From an optimization exercise on the open Yosys and OpenROAD flow, aimed at small area, a short achievable clock period and few clock cycles; shortcuts taken in it are not production practice.
At most, simulation tests tie the RTL to the original design; equivalence was not proved.
No activity file was given, so power comes from the tool's default toggle rates.

==> exp/xenon <==
==> flow/design.v <==
module iono_crc5 (
    input  wire [7:0] d2,
    input  wire [7:0] d1,
    input  wire [2:0] d0_top,
    output reg  [4:0] crc
);
    reg [23:0] v;
    reg [5:0]  r;
    integer    i;
    always @(*) begin
        v = {d2, d1, d0_top, 5'h07};
        r = {1'b0, v[23:19]};
        for (i = 18; i >= 0; i = i - 1) begin
            r = {r[4:0], v[i]};
            if (r[5]) r = r ^ 6'h35;
        end
        crc = r[4:0];
    end
endmodule
module iono_crc7 (
    input  wire [7:0] w1,
    input  wire [7:0] w0,
    output reg  [6:0] crc
);
    reg [23:0] v;
    reg [7:0]  t;
    reg [6:0]  acc;
    integer    i;
    always @(*) begin
        v   = {w1, w0, 8'h80};
        acc = 7'h7F;
        for (i = 23; i >= 0; i = i - 1) begin
            t = {acc, 1'b0};
            if (acc[6]) t = t ^ 8'hB7;
            t = t ^ {7'b0, v[i]};
            acc = t[6:0];
        end
        crc = acc;
    end
endmodule
module iono_xact (
    input  wire        clk,
    input  wire        rst,
    input  wire        req_valid,
    output wire        req_ready,
    input  wire [2:0]  req_op,
    input  wire        req_bank,
    input  wire [6:0]  req_cmd,
    input  wire [7:0]  req_reg,
    input  wire [7:0]  req_data,
    output wire        rsp_valid,
    output wire        rsp_ok,
    output reg  [7:0]  rsp_value,
    output wire        ex_valid,
    input  wire        ex_ready,
    output wire [1:0]  ex_cs,
    output wire [23:0] ex_tx,
    input  wire        ex_rvalid,
    input  wire [23:0] ex_rx,
    output wire [1:0]  in_err,
    output wire [1:0]  out_err,
    output wire [1:0]  clr_pending,
    output wire [7:0]  in_inputs0,
    output wire [7:0]  in_inputs1
);
    localparam [2:0] OP_IN_READ   = 3'd0;
    localparam [2:0] OP_IN_WRITE  = 3'd1;
    localparam [2:0] OP_OUT_READ  = 3'd2;
    localparam [2:0] OP_OUT_WRITE = 3'd3;
    localparam [2:0] OP_OUT_CFG   = 3'd4;
    localparam [2:0] OP_CLEAR     = 3'd5;
    localparam [7:0]  OUT_CMD_READ_REG = 8'h7F;
    localparam [23:0] OUT_RT_FRAME     = 24'h050F03;   
    localparam [1:0]  ATTEMPTS_LAST    = 2'd2;
    reg        busy;       
    reg        vreq;       
    reg        rt;         
    reg        kin;        
    reg        wr;         
    reg        cfg;        
    reg        bank;
    reg [1:0]  attempt;
    reg        p1ok;       
    reg [15:0] f;          
    reg [6:0]  c;          
    reg        pend;       
    reg        ok5r;       
    reg        ok7r;       
    reg        eqr;        
    reg [1:0]  pin;        
    reg [1:0]  pout;       
    reg [7:0]  r0r;        
    reg        rspv_r, rsp_ok_r;
    reg [1:0]  in_err_r, out_err_r, clr_r;
    reg [7:0]  in0_r, in1_r;
    wire rb = cfg && !wr;                             
    wire last    = (attempt == ATTEMPTS_LAST);
    wire okw     = ok7r && (p1ok || !wr);               
    wire att_ok  = kin ? ok5r : okw;
    wire p_ok    = att_ok && (eqr || !rb);              
    wire p_done  = pend && (att_ok ? !(wr && cfg) : last);
    wire retry   = pend && !att_ok && !last;
    wire go      = pend && okw && wr && cfg;            
    assign rsp_valid      = rspv_r || p_done;
    assign rsp_ok         = pend ? p_ok : rsp_ok_r;
    assign in_err[0]      = pin[0]  ? !ok5r : in_err_r[0];
    assign in_err[1]      = pin[1]  ? !ok5r : in_err_r[1];
    assign out_err[0]     = pout[0] ? !(okw && (eqr || !rb)) : out_err_r[0];
    assign out_err[1]     = pout[1] ? !(okw && (eqr || !rb)) : out_err_r[1];
    assign clr_pending[0] = clr_r[0] && !(pout[0] && wr && f[15] && okw);
    assign clr_pending[1] = clr_r[1] && !(pout[1] && wr && f[15] && okw);
    assign in_inputs0     = (pin[0] && ok5r) ? r0r : in0_r;
    assign in_inputs1     = (pin[1] && ok5r) ? r0r : in1_r;
    wire [7:0] tx_w1 = rb ? OUT_CMD_READ_REG : f[15:8];
    assign ex_tx     = rt ? OUT_RT_FRAME : {tx_w1, f[7:0], 1'b0, c};
    assign ex_cs     = {!kin, bank};
    assign ex_valid  = vreq || retry || (ex_rvalid && rt);
    assign req_ready = !busy;
    wire       acc_req = !busy && req_valid;
    wire       op_in   = (req_op == OP_IN_READ) || (req_op == OP_IN_WRITE);
    wire       op_wr   = (req_op == OP_OUT_WRITE) || (req_op == OP_OUT_CFG);
    wire       kbit    = clr_r[req_bank];      
    reg  [7:0] nw1, nw0;
    always @(*) begin
        case (req_op)
            OP_IN_READ:  begin nw1 = {1'b0, req_cmd}; nw0 = 8'h00; end
            OP_IN_WRITE: begin nw1 = {1'b1, req_cmd}; nw0 = req_data; end
            OP_OUT_READ: begin nw1 = OUT_CMD_READ_REG; nw0 = req_reg; end
            default:     begin nw1 = {kbit, req_cmd}; nw0 = req_data; end
        endcase
    end
    wire [4:0] t5_cmd, t5_dat, t5_0;
    wire [6:0] t7_cmd, t7_dat, t7_reg, t7_0;
    wire [7:0] rsrc = busy ? rsp_value : req_reg;    
    iono_crc5 u_t5c (.d2({1'b0, req_cmd}), .d1(8'h00),    .d0_top(3'b000), .crc(t5_cmd));
    iono_crc5 u_t5d (.d2(8'h80),           .d1(req_data), .d0_top(3'b000), .crc(t5_dat));
    iono_crc5 u_t50 (.d2(8'h00),           .d1(8'h00),    .d0_top(3'b000), .crc(t5_0));
    iono_crc7 u_t7c (.w1({kbit, req_cmd}), .w0(8'h00),    .crc(t7_cmd));
    iono_crc7 u_t7d (.w1(8'h00),           .w0(req_data), .crc(t7_dat));
    iono_crc7 u_t7r (.w1(OUT_CMD_READ_REG), .w0(rsrc),    .crc(t7_reg));
    iono_crc7 u_t70 (.w1(8'h00),           .w0(8'h00),    .crc(t7_0));
    wire [4:0] c5_in = req_op[0] ? (t5_cmd ^ t5_dat ^ t5_0) : t5_cmd;
    wire [6:0] c7_wr = t7_cmd ^ t7_dat ^ t7_0;
    reg  [6:0] n_c;
    always @(*) begin
        if (busy)       n_c = t7_reg;
        else if (op_in) n_c = {2'b00, c5_in};
        else if (op_wr) n_c = c7_wr;
        else            n_c = t7_reg;
    end
    wire [4:0] rx_c5;
    wire [6:0] rx_c7;
    iono_crc5 u_rx5 (.d2(ex_rx[23:16]), .d1(ex_rx[15:8]), .d0_top(ex_rx[7:5]), .crc(rx_c5));
    iono_crc7 u_rx7 (.w1(ex_rx[23:16]), .w0(ex_rx[15:8]), .crc(rx_c7));
    wire ok5 = (rx_c5 == ex_rx[4:0]);
    wire ok7 = (rx_c7 == ex_rx[6:0]);
    wire eq  = (ex_rx[15:8] == f[15:8]);
    wire ex_acc   = ex_valid && ex_ready;
    wire echo     = busy && ex_rvalid;
    wire echo_p1  = echo && wr && rt;                 
    wire echo_fin = echo && !(wr && rt);              
    wire [1:0] bk = {bank, !bank};
    wire ldv = kin ? !f[15] : !wr;
    always @(posedge clk) begin
        if (rst) begin
            busy      <= 1'b0;
            vreq      <= 1'b0;
            rt        <= 1'b0;
            pend      <= 1'b0;
            pin       <= 2'b00;
            pout      <= 2'b00;
            rspv_r    <= 1'b0;
            in_err_r  <= 2'b00;
            out_err_r <= 2'b00;
            clr_r     <= 2'b00;
            in0_r     <= 8'd0;
            in1_r     <= 8'd0;
        end else begin
            in_err_r  <= in_err;
            out_err_r <= out_err;
            clr_r     <= clr_pending;
            in0_r     <= in_inputs0;
            in1_r     <= in_inputs1;
            rspv_r    <= 1'b0;
            pend <= echo_fin;
            pin  <= (echo_fin && kin)  ? bk : 2'b00;
            pout <= (echo_fin && !kin) ? bk : 2'b00;
            if (ex_acc) begin
                vreq <= 1'b0;
                if (wr) rt <= !rt;
            end
            if (acc_req) begin
                if (req_op == OP_CLEAR)
                    clr_r[req_bank] <= 1'b1;
                if (req_op >= OP_CLEAR) begin
                    rspv_r <= 1'b1;
                end else begin
                    busy <= 1'b1;
                    vreq <= 1'b1;
                end
            end
            if (echo_p1 && !ex_ready)
                vreq <= 1'b1;
            if (p_done)
                busy <= 1'b0;
            if (retry && !ex_ready)
                vreq <= 1'b1;
            if (go)
                vreq <= 1'b1;
        end
    end
    always @(posedge clk) begin
        rsp_ok_r <= rsp_ok;
        ok5r <= ok5;
        ok7r <= ok7;
        eqr  <= eq;
        r0r  <= ex_rx[23:16];
        if (acc_req) begin
            bank     <= req_bank;
            attempt  <= 2'd0;
            kin      <= op_in;
            wr       <= op_wr;
            cfg      <= (req_op == OP_OUT_CFG);
            rsp_ok_r <= (req_op == OP_CLEAR);
            f        <= {nw1, nw0};
            c        <= n_c;
            case (req_op)
                OP_OUT_WRITE: rsp_value <= req_data;
                OP_OUT_CFG:   rsp_value <= req_reg;
                default:      rsp_value <= 8'd0;
            endcase
        end
        if (echo_p1)
            p1ok <= ok7;
        if (echo_fin && ldv)
            rsp_value <= ex_rx[15:8];
        if (retry)
            attempt <= attempt + 2'd1;
        if (go) begin
            f       <= {f[7:0], rsp_value};
            c       <= n_c;
            wr      <= 1'b0;
            attempt <= 2'd0;
        end
    end
endmodule
==> flow/flow/run.sh <==
#!/bin/bash
# The standard layout, with the smallest buffer on every input and output port
# (the standard flow's buffer_ports otherwise picks a larger delay buffer).
set -euo pipefail
export BUFFER_PORTS_ARGS="-buffer_cell sky130_fd_sc_hd__buf_1"
bash standard.sh > standard.log 2>&1
==> flow/standard.sh <==
#!/bin/bash
# synth_recipe.tcl (not shown) runs the flow's synth.tcl, then flattens the netlist and writes it again
# the make line also repeats each setting of config.mk as NAME=value (left out here)
make -C /OpenROAD-flow-scripts/flow DESIGN_CONFIG=/design/flow/config.mk WORK_HOME=/design/flow/orfs CLKGATE_MAP_FILE= SYNTH_SCRIPT=/design/flow/synth_recipe.tcl "${@:-finish}"
==> flow/config.mk <==
export PLATFORM = sky130hd
export DESIGN_NAME = iono_xact
export DESIGN_NICKNAME = iono_xact
export VERILOG_FILES = /design/flow/design.v
export SDC_FILE = /design/flow/constraint.sdc
export NUM_CORES = 4
export LEC_CHECK = 0
export CAP_MARGIN = 20
export CORE_MARGIN = 2
export CORE_UTILIZATION = 40
export SETUP_SLACK_MARGIN = 2.1
export SLEW_MARGIN = 20
==> flow/constraint.sdc <==
create_clock -name core_clock -period 5.0 [get_ports {clk}]
set_input_delay 1.0000 -clock core_clock [delete_from_list [all_inputs] [get_ports {clk}]]
set_output_delay 1.0000 -clock core_clock [all_outputs]
set_load 0.01 [all_outputs]
==> inputs of exp/sierra, as changes to exp/xenon <==
--- a/flow/design.v
+++ b/flow/design.v
@@ -3,39 +3,24 @@
     input  wire [7:0] d1,
     input  wire [2:0] d0_top,
-    output reg  [4:0] crc
+    output wire [4:0] crc
 );
-    reg [23:0] v;
-    reg [5:0]  r;
-    integer    i;
-    always @(*) begin
-        v = {d2, d1, d0_top, 5'h07};
-        r = {1'b0, v[23:19]};
-        for (i = 18; i >= 0; i = i - 1) begin
-            r = {r[4:0], v[i]};
-            if (r[5]) r = r ^ 6'h35;
-        end
-        crc = r[4:0];
-    end
+    assign crc[0] = ~(d2[6] ^ d2[5] ^ d2[4] ^ d1[7] ^ d1[5] ^ d1[2] ^ d1[1] ^ d0_top[2] ^ d0_top[1] ^ d0_top[0]);
+    assign crc[1] = ~(d2[7] ^ d2[6] ^ d2[5] ^ d2[0] ^ d1[6] ^ d1[3] ^ d1[2] ^ d1[0] ^ d0_top[2] ^ d0_top[1]);
+    assign crc[2] = ~(d2[7] ^ d2[5] ^ d2[4] ^ d2[1] ^ d1[5] ^ d1[4] ^ d1[3] ^ d1[2] ^ d1[0] ^ d0_top[1] ^ d0_top[0]);
+    assign crc[3] = d2[6] ^ d2[5] ^ d2[2] ^ d1[6] ^ d1[5] ^ d1[4] ^ d1[3] ^ d1[1] ^ d0_top[2] ^ d0_top[1];
+    assign crc[4] = d2[7] ^ d2[5] ^ d2[4] ^ d2[3] ^ d1[6] ^ d1[4] ^ d1[1] ^ d1[0] ^ d0_top[1] ^ d0_top[0];
 endmodule
 module iono_crc7 (
     input  wire [7:0] w1,
     input  wire [7:0] w0,
-    output reg  [6:0] crc
+    output wire [6:0] crc
 );
-    reg [23:0] v;
-    reg [7:0]  t;
-    reg [6:0]  acc;
-    integer    i;
-    always @(*) begin
-        v   = {w1, w0, 8'h80};
-        acc = 7'h7F;
-        for (i = 23; i >= 0; i = i - 1) begin
-            t = {acc, 1'b0};
-            if (acc[6]) t = t ^ 8'hB7;
-            t = t ^ {7'b0, v[i]};
-            acc = t[6:0];
-        end
-        crc = acc;
-    end
+    assign crc[0] = ~(w1[7] ^ w1[6] ^ w1[4] ^ w1[3] ^ w1[2] ^ w1[1] ^ w0[5] ^ w0[4] ^ w0[3] ^ w0[2] ^ w0[1]);
+    assign crc[1] = ~(w1[6] ^ w1[5] ^ w1[1] ^ w0[6] ^ w0[1] ^ w0[0]);
+    assign crc[2] = w1[4] ^ w1[3] ^ w1[1] ^ w0[7] ^ w0[5] ^ w0[4] ^ w0[3] ^ w0[0];
+    assign crc[3] = w1[5] ^ w1[4] ^ w1[2] ^ w1[0] ^ w0[6] ^ w0[5] ^ w0[4] ^ w0[1] ^ w0[0];
+    assign crc[4] = w1[7] ^ w1[5] ^ w1[4] ^ w1[2] ^ w0[7] ^ w0[6] ^ w0[4] ^ w0[3];
+    assign crc[5] = w1[7] ^ w1[5] ^ w1[4] ^ w1[2] ^ w1[1] ^ w1[0] ^ w0[7] ^ w0[3] ^ w0[2] ^ w0[1] ^ w0[0];
+    assign crc[6] = w1[6] ^ w1[5] ^ w1[3] ^ w1[2] ^ w1[1] ^ w1[0] ^ w0[4] ^ w0[3] ^ w0[2] ^ w0[1] ^ w0[0];
 endmodule
 module iono_xact (
@@ -84,30 +69,32 @@
     reg [15:0] f;          
     reg [6:0]  c;          
-    reg        pend;       
     reg        ok5r;       
     reg        ok7r;       
-    reg        eqr;        
+    reg [7:0]  r0r;        
     reg [1:0]  pin;        
     reg [1:0]  pout;       
-    reg [7:0]  r0r;        
-    reg        rspv_r, rsp_ok_r;
+    reg        q_k;        
+    reg        q_o;        
+    reg        q_ol;       
+    reg        q_ok;       
+    reg        r_k;        
+    reg        r_o;        
+    reg        g_c;        
+    reg [1:0]  pc;         
+    reg        rv0;        
+    reg        rok0;       
     reg [1:0]  in_err_r, out_err_r, clr_r;
     reg [7:0]  in0_r, in1_r;
     wire rb = cfg && !wr;                             
-    wire last    = (attempt == ATTEMPTS_LAST);
-    wire okw     = ok7r && (p1ok || !wr);               
-    wire att_ok  = kin ? ok5r : okw;
-    wire p_ok    = att_ok && (eqr || !rb);              
-    wire p_done  = pend && (att_ok ? !(wr && cfg) : last);
-    wire retry   = pend && !att_ok && !last;
-    wire go      = pend && okw && wr && cfg;            
-    assign rsp_valid      = rspv_r || p_done;
-    assign rsp_ok         = pend ? p_ok : rsp_ok_r;
+    wire retry = (r_k && !ok5r) || (r_o && !ok7r);
+    wire go    = g_c && ok7r;                         
+    assign rsp_valid      = rv0 || (q_k && ok5r) || (q_o && ok7r) || (q_ol && !ok7r);
+    assign rsp_ok         = rok0 || (q_k && ok5r) || (q_ok && ok7r);
     assign in_err[0]      = pin[0]  ? !ok5r : in_err_r[0];
     assign in_err[1]      = pin[1]  ? !ok5r : in_err_r[1];
-    assign out_err[0]     = pout[0] ? !(okw && (eqr || !rb)) : out_err_r[0];
-    assign out_err[1]     = pout[1] ? !(okw && (eqr || !rb)) : out_err_r[1];
-    assign clr_pending[0] = clr_r[0] && !(pout[0] && wr && f[15] && okw);
-    assign clr_pending[1] = clr_r[1] && !(pout[1] && wr && f[15] && okw);
+    assign out_err[0]     = pout[0] ? !(q_ok && ok7r) : out_err_r[0];
+    assign out_err[1]     = pout[1] ? !(q_ok && ok7r) : out_err_r[1];
+    assign clr_pending[0] = clr_r[0] && !(pc[0] && ok7r);
+    assign clr_pending[1] = clr_r[1] && !(pc[1] && ok7r);
     assign in_inputs0     = (pin[0] && ok5r) ? r0r : in0_r;
     assign in_inputs1     = (pin[1] && ok5r) ? r0r : in1_r;
@@ -161,4 +148,6 @@
     wire echo_fin = echo && !(wr && rt);              
     wire [1:0] bk = {bank, !bank};
+    wire last     = (attempt == ATTEMPTS_LAST);
+    wire p1g      = p1ok || !wr;                      
     wire ldv = kin ? !f[15] : !wr;
     always @(posedge clk) begin
@@ -167,8 +156,14 @@
             vreq      <= 1'b0;
             rt        <= 1'b0;
-            pend      <= 1'b0;
             pin       <= 2'b00;
             pout      <= 2'b00;
-            rspv_r    <= 1'b0;
+            q_k       <= 1'b0;
+            q_o       <= 1'b0;
+            q_ol      <= 1'b0;
+            r_k       <= 1'b0;
+            r_o       <= 1'b0;
+            g_c       <= 1'b0;
+            pc        <= 2'b00;
+            rv0       <= 1'b0;
             in_err_r  <= 2'b00;
             out_err_r <= 2'b00;
@@ -182,8 +177,14 @@
             in0_r     <= in_inputs0;
             in1_r     <= in_inputs1;
-            rspv_r    <= 1'b0;
-            pend <= echo_fin;
             pin  <= (echo_fin && kin)  ? bk : 2'b00;
             pout <= (echo_fin && !kin) ? bk : 2'b00;
+            q_k  <= echo_fin && kin;
+            q_o  <= echo_fin && !kin && p1g && !(wr && cfg);
+            q_ol <= echo_fin && !kin && last;
+            r_k  <= echo_fin && kin && !last;
+            r_o  <= echo_fin && !kin && !last && p1g;
+            g_c  <= echo_fin && wr && cfg && p1ok;
+            pc   <= (echo_fin && wr && f[15] && p1ok) ? bk : 2'b00;
+            rv0  <= echo_fin && last && (kin || !p1g);
             if (ex_acc) begin
                 vreq <= 1'b0;
@@ -194,5 +195,5 @@
                     clr_r[req_bank] <= 1'b1;
                 if (req_op >= OP_CLEAR) begin
-                    rspv_r <= 1'b1;
+                    rv0 <= 1'b1;
                 end else begin
                     busy <= 1'b1;
@@ -202,5 +203,7 @@
             if (echo_p1 && !ex_ready)
                 vreq <= 1'b1;
-            if (p_done)
+            if (echo_fin && !kin && !last && !p1g)
+                vreq <= 1'b1;
+            if (rsp_valid)
                 busy <= 1'b0;
             if (retry && !ex_ready)
@@ -211,9 +214,9 @@
     end
     always @(posedge clk) begin
-        rsp_ok_r <= rsp_ok;
         ok5r <= ok5;
         ok7r <= ok7;
-        eqr  <= eq;
         r0r  <= ex_rx[23:16];
+        q_ok <= echo_fin && !kin && p1g && (eq || !rb);
+        rok0 <= acc_req && (req_op == OP_CLEAR);
         if (acc_req) begin
             bank     <= req_bank;
@@ -222,5 +225,4 @@
             wr       <= op_wr;
             cfg      <= (req_op == OP_OUT_CFG);
-            rsp_ok_r <= (req_op == OP_CLEAR);
             f        <= {nw1, nw0};
             c        <= n_c;
@@ -235,5 +237,5 @@
         if (echo_fin && ldv)
             rsp_value <= ex_rx[15:8];
-        if (retry)
+        if (echo_fin)
             attempt <= attempt + 2'd1;
         if (go) begin
==> flow/flow/run.sh (replaced) <==
#!/bin/bash
# The standard layout, with two changes to how it is made:
# - the smallest buffer on every input and output port (the standard flow's
#   buffer_ports otherwise picks a larger delay buffer);
# - synthesis does not map to the 3-input XOR/XNOR cells (slow on the CRC trees).
set -euo pipefail
export BUFFER_PORTS_ARGS="-buffer_cell sky130_fd_sc_hd__buf_1"
cd "$(dirname "$0")/.."
plat=$(make -s --no-print-directory -C "$FLOW_HOME" DESIGN_CONFIG="$PWD/config.mk" WORK_HOME="$PWD/orfs" print-DONT_USE_CELLS | sed -n 's/^DONT_USE_CELLS: //p')
extra="sky130_fd_sc_hd__xor3_1 sky130_fd_sc_hd__xor3_2 sky130_fd_sc_hd__xor3_4 sky130_fd_sc_hd__xnor3_1 sky130_fd_sc_hd__xnor3_2 sky130_fd_sc_hd__xnor3_4"
echo "DONT_USE_CELLS: $plat $extra" > dont_use.log
bash standard.sh DONT_USE_CELLS="$plat $extra" finish > standard.log 2>&1
--- a/flow/config.mk
+++ b/flow/config.mk
@@ -6,7 +6,9 @@
 export NUM_CORES = 4
 export LEC_CHECK = 0
+export ABC_AREA = 1
+export ABC_CLOCK_PERIOD_IN_PS = 2000
 export CAP_MARGIN = 20
 export CORE_MARGIN = 2
 export CORE_UTILIZATION = 40
-export SETUP_SLACK_MARGIN = 2.1
+export SETUP_SLACK_MARGIN = 2.4
 export SLEW_MARGIN = 20
==> notes.md <==
                                                                   exp/sierra   exp/xenon
Cell Pwr Density                                                   279 mW/mm2  365 mW/mm2
Hold Path Depth                                                             2           1
Fraction of power consumed by sequential logic                          0.390       0.326
Pin slew with the least headroom to its limit                        0.938 ns     1.05 ns
Achievable clock frequency                                            398 MHz     349 MHz
Share of cell area taken by multi-input logic gates                     0.517       0.545
Ratio of final minimum period to clock period                           0.502       0.572
Power of the sequential group                                        0.841 mW    0.800 mW
Total number of sequential cells                                           88          81
Cells after Synth                                                        1082         566
Total chip power                                                      2.15 mW     2.45 mW
Fillers                                                                  1788        1330
Met3 Use GR                                                            0.0405      0.0366
Floorplan Core Area                                                0.0166 mm2  0.0139 mm2
Fraction of post-synthesis cell area in the top cell type by area       0.215       0.184
Post-layout net count                                                    1238         716
Detailed route wirelength on metal2                                   8600 um     7050 um
Outcome                                              timing/DRC/antenna clean  timing/DRC/antenna clean
Leading cell type in the layout, fill and taps excluded               nand2_1       buf_1
Testbench counts of exp/sierra, summed over its fixed seeds: cycles 10,194.
No functional check of the RTL was part of exp/xenon.

==> afterwards: timing with drivers on the ports <==
In the flow no input, the clock included, has a driving cell. The finished layouts below were timed again as built, in two steps. Step 1, drivers: a clkbuf_16 drives clk and a buf_2 each remaining input, both assumed. Step 2 adds t to the input delays and takes it off the output delays; t is the mean of the earliest and latest rising clock arrival at the registers after step 1. Input paths then give back, and output paths get back, about the clock's delay inside the block. Slacks: no drivers / after step 1 / after step 2; pairs: no drivers / after step 1.
run	shift t [ns]	slack for setup (ns)	hold WS [ns]	worst setup path after step 2
exp/xenon	0.377	2.138 / 2.155 / 1.778	0.501 / 0.501 / 0.501	input to register
exp/sierra	0.376	2.488 / 2.457 / 2.124	0.470 / 0.470 / 0.470	input to register
After both steps setup and hold are still met in every run listed. For exp/sierra, which loses most, drivers alone change the setup slack by -0.031 ns; drivers and shift together by -0.364 ns.
